From an optimization exercise on the open Yosys and OpenROAD flow, aimed at small area; shortcuts taken in it are not production practice. The RTL of this run was laid out without a check of its function. Power is estimated from default activity; no workload was simulated.

[design/flow/design.v]
module mhu (
    input  wire        clk,
    input  wire        rst,               
    input  wire        cfg_we,
    input  wire [15:0] cfg_wdata,
    output wire [15:0] cfg_rdata,
    input  wire        in_valid,
    input  wire [7:0]  in_data,
    input  wire        in_last,
    output wire        in_ready,
    output reg         hdr_valid,
    output reg  [2:0]  hdr_type,
    output reg  [12:0] hdr_length,
    output reg         hdr_is_data,
    output reg         aux_valid,
    output reg         aux_is_seq,
    output reg  [15:0] aux_value,
    output reg         aux_known,
    output reg         sse_strobe,
    output reg         body_valid,
    output reg  [7:0]  body_data,
    output reg         smp_valid,
    output reg  [31:0] smp_data,
    output reg         done_valid,
    output reg  [1:0]  done_status,
    output reg         done_is_data,
    output reg  [2:0]  done_type,
    output reg  [12:0] done_length,
    output reg  [15:0] done_item,
    output reg  [15:0] done_seq,
    output reg         done_seq_present,
    output reg         done_sse
);
    localparam [2:0] P_HDR0 = 3'd0,
                     P_HDR1 = 3'd1,
                     P_AUX0 = 3'd2,
                     P_AUX1 = 3'd3,
                     P_BODY = 3'd4;
    localparam [1:0] ST_OK            = 2'd0,
                     ST_INVALID_SHORT = 2'd1,
                     ST_INVALID_CODE  = 2'd2;
    reg [15:0] cfg_bitwidth;    
    reg [15:0] hdr;             
    reg [15:0] aux;             
    reg [15:0] bw;              
    reg [31:0] acc;             
    reg [1:0]  gidx;            
    reg [2:0]  phase;           
    reg        sse;             
    reg        code_ok;         
    reg        seqp;            
    assign cfg_rdata = cfg_bitwidth;
    assign in_ready  = 1'b1;
    wire beat = in_valid & ~rst;
    wire bw_ok = (bw == 16'd8) || (bw == 16'd16) || (bw == 16'd24) || (bw == 16'd32);
    wire [2:0] gbytes = bw[5:3];
    wire [15:0] hdr_new = {in_data, hdr[7:0]};    
    wire [15:0] aux_new = {in_data, aux[7:0]};    
    wire        is_data = hdr[15];                
    wire known_new = (aux_new == 16'h0000) || (aux_new == 16'h0018) ||
                     (aux_new == 16'h0020) || (aux_new == 16'h0044) ||
                     (aux_new == 16'h008A) || (aux_new == 16'h00B8);
    wire [31:0] acc_new    = acc | ({24'd0, in_data} << {gidx, 3'b000});
    wire        group_full = ({1'b0, gidx} + 3'd1) == gbytes;
    always @(posedge clk) begin
        if (rst) begin
            cfg_bitwidth <= 16'd0;
            hdr          <= 16'd0;
            aux          <= 16'd0;
            bw           <= 16'd0;
            acc          <= 32'd0;
            gidx         <= 2'd0;
            phase        <= P_HDR0;
            sse          <= 1'b0;
            code_ok      <= 1'b0;
            seqp         <= 1'b0;
        end else begin
            if (cfg_we)
                cfg_bitwidth <= cfg_wdata;
            if (in_valid) begin
                case (phase)
                    P_HDR0: begin
                        hdr[7:0] <= in_data;
                        bw       <= cfg_bitwidth;
                        acc      <= 32'd0;
                        gidx     <= 2'd0;
                        sse      <= 1'b0;
                        code_ok  <= 1'b0;
                        seqp     <= 1'b0;
                    end
                    P_HDR1: begin
                        hdr[15:8] <= in_data;
                        if (in_data[7] && !bw_ok)
                            sse <= 1'b1;
                    end
                    P_AUX0: begin
                        aux[7:0] <= in_data;
                    end
                    P_AUX1: begin
                        aux[15:8] <= in_data;
                        if (is_data)
                            seqp <= 1'b1;
                        else
                            code_ok <= known_new;
                    end
                    default: begin
                        if (is_data && !sse) begin
                            if (group_full) begin
                                acc  <= 32'd0;
                                gidx <= 2'd0;
                            end else begin
                                acc  <= acc_new;
                                gidx <= gidx + 2'd1;
                            end
                        end
                    end
                endcase
                if (in_last)
                    phase <= P_HDR0;
                else if (phase < P_BODY)
                    phase <= phase + 3'd1;
            end
        end
    end
    always @* begin
        hdr_valid   = beat && (phase == P_HDR1);
        hdr_type    = in_data[7:5];
        hdr_length  = hdr_new[12:0];
        hdr_is_data = in_data[7];
        aux_valid   = beat && (phase == P_AUX1);
        aux_is_seq  = is_data;
        aux_value   = aux_new;
        aux_known   = is_data || known_new;
        sse_strobe  = beat && (phase == P_HDR1) && in_data[7] && !bw_ok;
        body_valid  = beat && (phase == P_BODY) && (is_data || code_ok);
        body_data   = in_data;
        smp_valid   = beat && (phase == P_BODY) && is_data && !sse && group_full;
        smp_data    = acc_new;
        done_valid       = beat && in_last;
        done_status      = ST_OK;
        done_is_data     = 1'b0;
        done_type        = 3'd0;
        done_length      = 13'd0;
        done_item        = 16'd0;
        done_seq         = 16'd0;
        done_seq_present = 1'b0;
        done_sse         = 1'b0;
        case (phase)
            P_HDR0: begin
                done_status = ST_INVALID_SHORT;
            end
            P_HDR1: begin
                if (in_data[7]) begin
                    done_is_data = 1'b1;
                    done_type    = hdr_new[15:13];
                    done_length  = hdr_new[12:0];
                    done_sse     = !bw_ok;
                end else begin
                    done_status  = ST_INVALID_SHORT;
                end
            end
            P_AUX0: begin
                if (is_data) begin
                    done_is_data = 1'b1;
                    done_type    = hdr[15:13];
                    done_length  = hdr[12:0];
                    done_sse     = sse;
                end else begin
                    done_status  = ST_INVALID_SHORT;
                end
            end
            P_AUX1: begin
                if (is_data) begin
                    done_is_data     = 1'b1;
                    done_type        = hdr[15:13];
                    done_length      = hdr[12:0];
                    done_seq         = aux_new;
                    done_seq_present = 1'b1;
                    done_sse         = sse;
                end else if (known_new) begin
                    done_type        = hdr[15:13];
                    done_length      = hdr[12:0];
                    done_item        = aux_new;
                end else begin
                    done_status      = ST_INVALID_CODE;
                end
            end
            default: begin
                if (is_data) begin
                    done_is_data     = 1'b1;
                    done_type        = hdr[15:13];
                    done_length      = hdr[12:0];
                    done_seq         = seqp ? aux : 16'd0;
                    done_seq_present = seqp;
                    done_sse         = sse;
                end else if (code_ok) begin
                    done_type        = hdr[15:13];
                    done_length      = hdr[12:0];
                    done_item        = aux;
                end else begin
                    done_status      = ST_INVALID_CODE;
                end
            end
        endcase
    end
endmodule
[design/flow/run.sh]
#!/bin/bash
# synth_recipe.tcl (not shown) runs the flow's synth.tcl, then flattens the netlist and writes it again
# the make line also repeats each setting of config.mk as NAME=value (left out here)
make -C /OpenROAD-flow-scripts/flow DESIGN_CONFIG=/design/flow/config.mk WORK_HOME=/design/flow/orfs CLKGATE_MAP_FILE= SYNTH_SCRIPT=/design/flow/synth_recipe.tcl finish
[design/flow/config.mk]
export PLATFORM = sky130hd
export DESIGN_NAME = mhu
export DESIGN_NICKNAME = mhu
export VERILOG_FILES = /design/flow/design.v
export SDC_FILE = /design/flow/constraint.sdc
export NUM_CORES = 4
export LEC_CHECK = 0
export CAP_MARGIN = 20
export CORE_MARGIN = 2
export CORE_UTILIZATION = 35
export SLEW_MARGIN = 20
[design/flow/constraint.sdc]
create_clock -name core_clock -period 6.0 [get_ports {clk}]
set_input_delay 1.2000 -clock core_clock [delete_from_list [all_inputs] [get_ports {clk}]]
set_output_delay 1.2000 -clock core_clock [all_outputs]
set_load 0.01 [all_outputs]
==> qor.yml <==
rsz0062_at_grt: "false"
crit_chain: "clkdlybuf4s50_1 > or4_4 > nor2_8 > o211ai_4 > a21boi_1 > clkdlybuf4s50_1"
clkLatencyLatePin_ps: 340
setup_ws_ps: 1060
period_share: 0.824
yosysWarnings: 1
antenna_found_initial: 0
synth-edff-count: 0
cp-end-kind: "output port"
cts_tree: "done"
grt_pass1_wl_um: 25100
cpMostUsedCell: "clkdlybuf4s50_1"
p_leak_uw: 0.00281
gp_congestion: 0.783
hold_path_class: "reg -> reg"
drcViolationCount: 0
diodes: 0
worst_pin_slew_ps: 906
grt_pass1_vias: 4790
synthToLayoutAreaGrowth_pct: 35.6
slew_violations: 0
grt_max_degree: 60
route.antenna.remaining_nets: 0
most-common-layout-cells: "clkdlybuf4s50_1 (177), dfxtp_1 (104), nand2_1 (84)"
path_max_fanout: 14
netlist_area_mm2: 0.00531
synthAdderAreaFrac: 0.0141
gr-usage-all-layers: 0.193
htreeDepth: 3
post_drt_wl_per_cell_um: 16.5
setup_viol: 0
coreArea_mm2: 0.0150
cp.arrival_ps: 3740
ctsResizeCount: 0
cts_hold_buf: 0
io_buffers: 178
finClkSkew_ps: 5.79
p_per_area_mw_per_mm2: 216
worstPathRequired_ps: 4800
drive_above_1_share: 0.0601
cts_buffers: 9
clockBufferDepth: 2
drt_iter0_drc: 354
syn_inst: 650
synth_top_family_by_area: "compound AO/OA/AOI/OAI gates"
ir_worst_vdd_v: 0.000119
maxCapViolations: 0
hold_viol: 0
final_nets: 795
syn-num-nets: 685
avgViaCountPerCell: 5.19
ys_ff_latch: 104
synth_compound_area_frac: 0.229
synth_simple_gate_area_frac: 0.220
cp_num_buf_inv: 2
grt_overflow: 0
syn_avg_cell_area_um2: 8.17
die_x_um: 127
cp_top_family: "buffers and inverters"
start_kind: "input port"
fmax_ghz: 0.202
synthArstFlopShare: 0
dp_hpwl_um: 10900
wirelength_um: 15700
first_pass_iters: 5
critical_path.slowest_cell: "clkdlybuf4s50_1"
yosysSeqAreaShare: 0.392
max_slew_margin: 0.394
clock_sinks: 104
root_buffer: "clkbuf_16"
rows: 45
synth_mux_area_frac: 0.0301
layout_commonest_cell: "clkdlybuf4s50_1"
ioPinCount: 180
num_vias: 4943
period_minus_slack_ps: 4940
clk_pin_slew_ps: 70
post_cts_buffers: 0
critPathMaxStageDelay_ps: 700
die_area_mm2: 0.0162
synth-xor-area-share: 0.00824
place_ws_ps: 1020
critPathKind: "in -> out"
synth_cell_types: 55
start_util: 0.353
finalSetupTns_ps: 0
status: "timing/DRC/antenna clean"
die_height_um: 127
synth_ff_type: "dfxtp_1"
## synth_stat cells (all sizes together) (4+ instances only)
library cell / number / area (um2)
nand2b: 4 / 25.0
nand3: 33 / 165
mux2i: 16 / 160
o21ai: 15 / 78.8
nor2: 72 / 297
a22o: 8 / 70.1
ha: 6 / 75.1
nor3: 8 / 50.1
nand2: 84 / 315
buf: 59 / 414
a22oi: 40 / 300
a21boi: 15 / 113
a21o: 32 / 240
inv: 7 / 26.3
and2: 20 / 125
dfxtp: 104 / 2080
nor2b: 7 / 46.3
a21oi: 52 / 260
clkbuf: 32 / 120
## flip-flops by register name, summed over array words and instances, names as in the netlist
| signal | cells |
|---|---|
| cfg_bitwidth | 16 |
| gidx | 2 |
| phase | 3 |
| code_ok | 1 |
| hdr | 16 |
| aux | 16 |
| bw | 16 |
| sse | 1 |
| acc | 32 |
| seqp | 1 |
## worst register-to-register path, stage by stage (launching register included)
cell,delay (ps)
dfxtp_1,450
inv_2,170
ha_1,750
nor2b_1,420
o211ai_4,180
o22ai_2,200
## kinds of logic after synthesis
group | after synthesis
buffers and inverters | 98
and+or+nand+nor | 245
muxes | 16
DFF | 104
xor gates and xnor gates | 5
adders and majority gates | 6
other | 1
AOI/OAI and AO/OA | 175
## where the power goes
group / internal [uW] / switching [uW] / total (uW)
Combinational: 92.9 / 110 / 203
Clock: 368 / 262 / 630
Sequential: 706 / 14.0 / 720
## final timing paths
check,startpoint,end,slack (ps),cells past startpoint
max,in_data[0],done_length[5],1060,6
min,bw[7]$_SDFFE_PP0P_,bw[7]$_SDFFE_PP0P_,460,2
max reg2reg,phase[2]$_SDFFE_PP0P_,code_ok$_SDFFE_PP0P_,3750,5
min reg2reg,bw[7]$_SDFFE_PP0P_,bw[7]$_SDFFE_PP0P_,460,2
## routing by layer
metal | vias up | GRT usage | part of all wire
met3 | 17 | 0.0490 | 0.073
li1 | 2421 | - | -
met1 | 2352 | 0.240 | 0.43
met5 | - | 0 | 0
met4 | 0 | 0.0601 | 0.018
met2 | 153 | 0.329 | 0.48
## per-stage QoR
step | power (uW) | util | cell area [um2] | hold slack [ps] | cells
floorplan | 854 | - | 5310 | 436 | 650
global placement | 938 | 0.458 | 6880 | 445 | 937
detailed placement | 941 | 0.458 | 6880 | 449 | 937
CTS | 1570 | 0.479 | 7200 | 457 | 953
global route | 1620 | 0.479 | 7200 | 473 | 953
finish | 1550 | 0.479 | 7200 | 456 | 953
## area by class of cell
| class | count | area [um2] |
|---|---|---|
| clock buffer | 10 | 229 |
| clock inverter | 6 | 92.6 |
| fill | 1450 | 7830 |
| inverter | 7 | 26.3 |
| multi-input combinational | 448 | 2670 |
| sequential | 104 | 2080 |
| tap | 188 | 235 |
| timing repair buffer | 190 | 1870 |

[port drivers added, routing unchanged]
In the flow no input, the clock included, has a driving cell. The finished layout below was timed again as built, in two steps. Step 1, drivers: a clkbuf_16 drives clk and a buf_2 each remaining input, both assumed. Step 2 times the ports against the registers' clock, not the clock port: input delays grow and output delays shrink by t, the midpoint of the rising clock arrivals with the driver on. Three values: no drivers, after step 1, after step 2; two values: the first two.
t (ns): 0.383
slack for setup (ns): 1.058 / 1.036 / 1.036
hold slack, ns: 0.456 / 0.456 / 0.456
latest minus earliest clock arrival (ns): 0.006 / 0.006
slew at the worst register clock pin (ns): 0.07 / 0.07
After both steps setup and hold are still met in this run. The setup slack of this run moves by -0.022 ns with the drivers and by -0.022 ns with both steps.
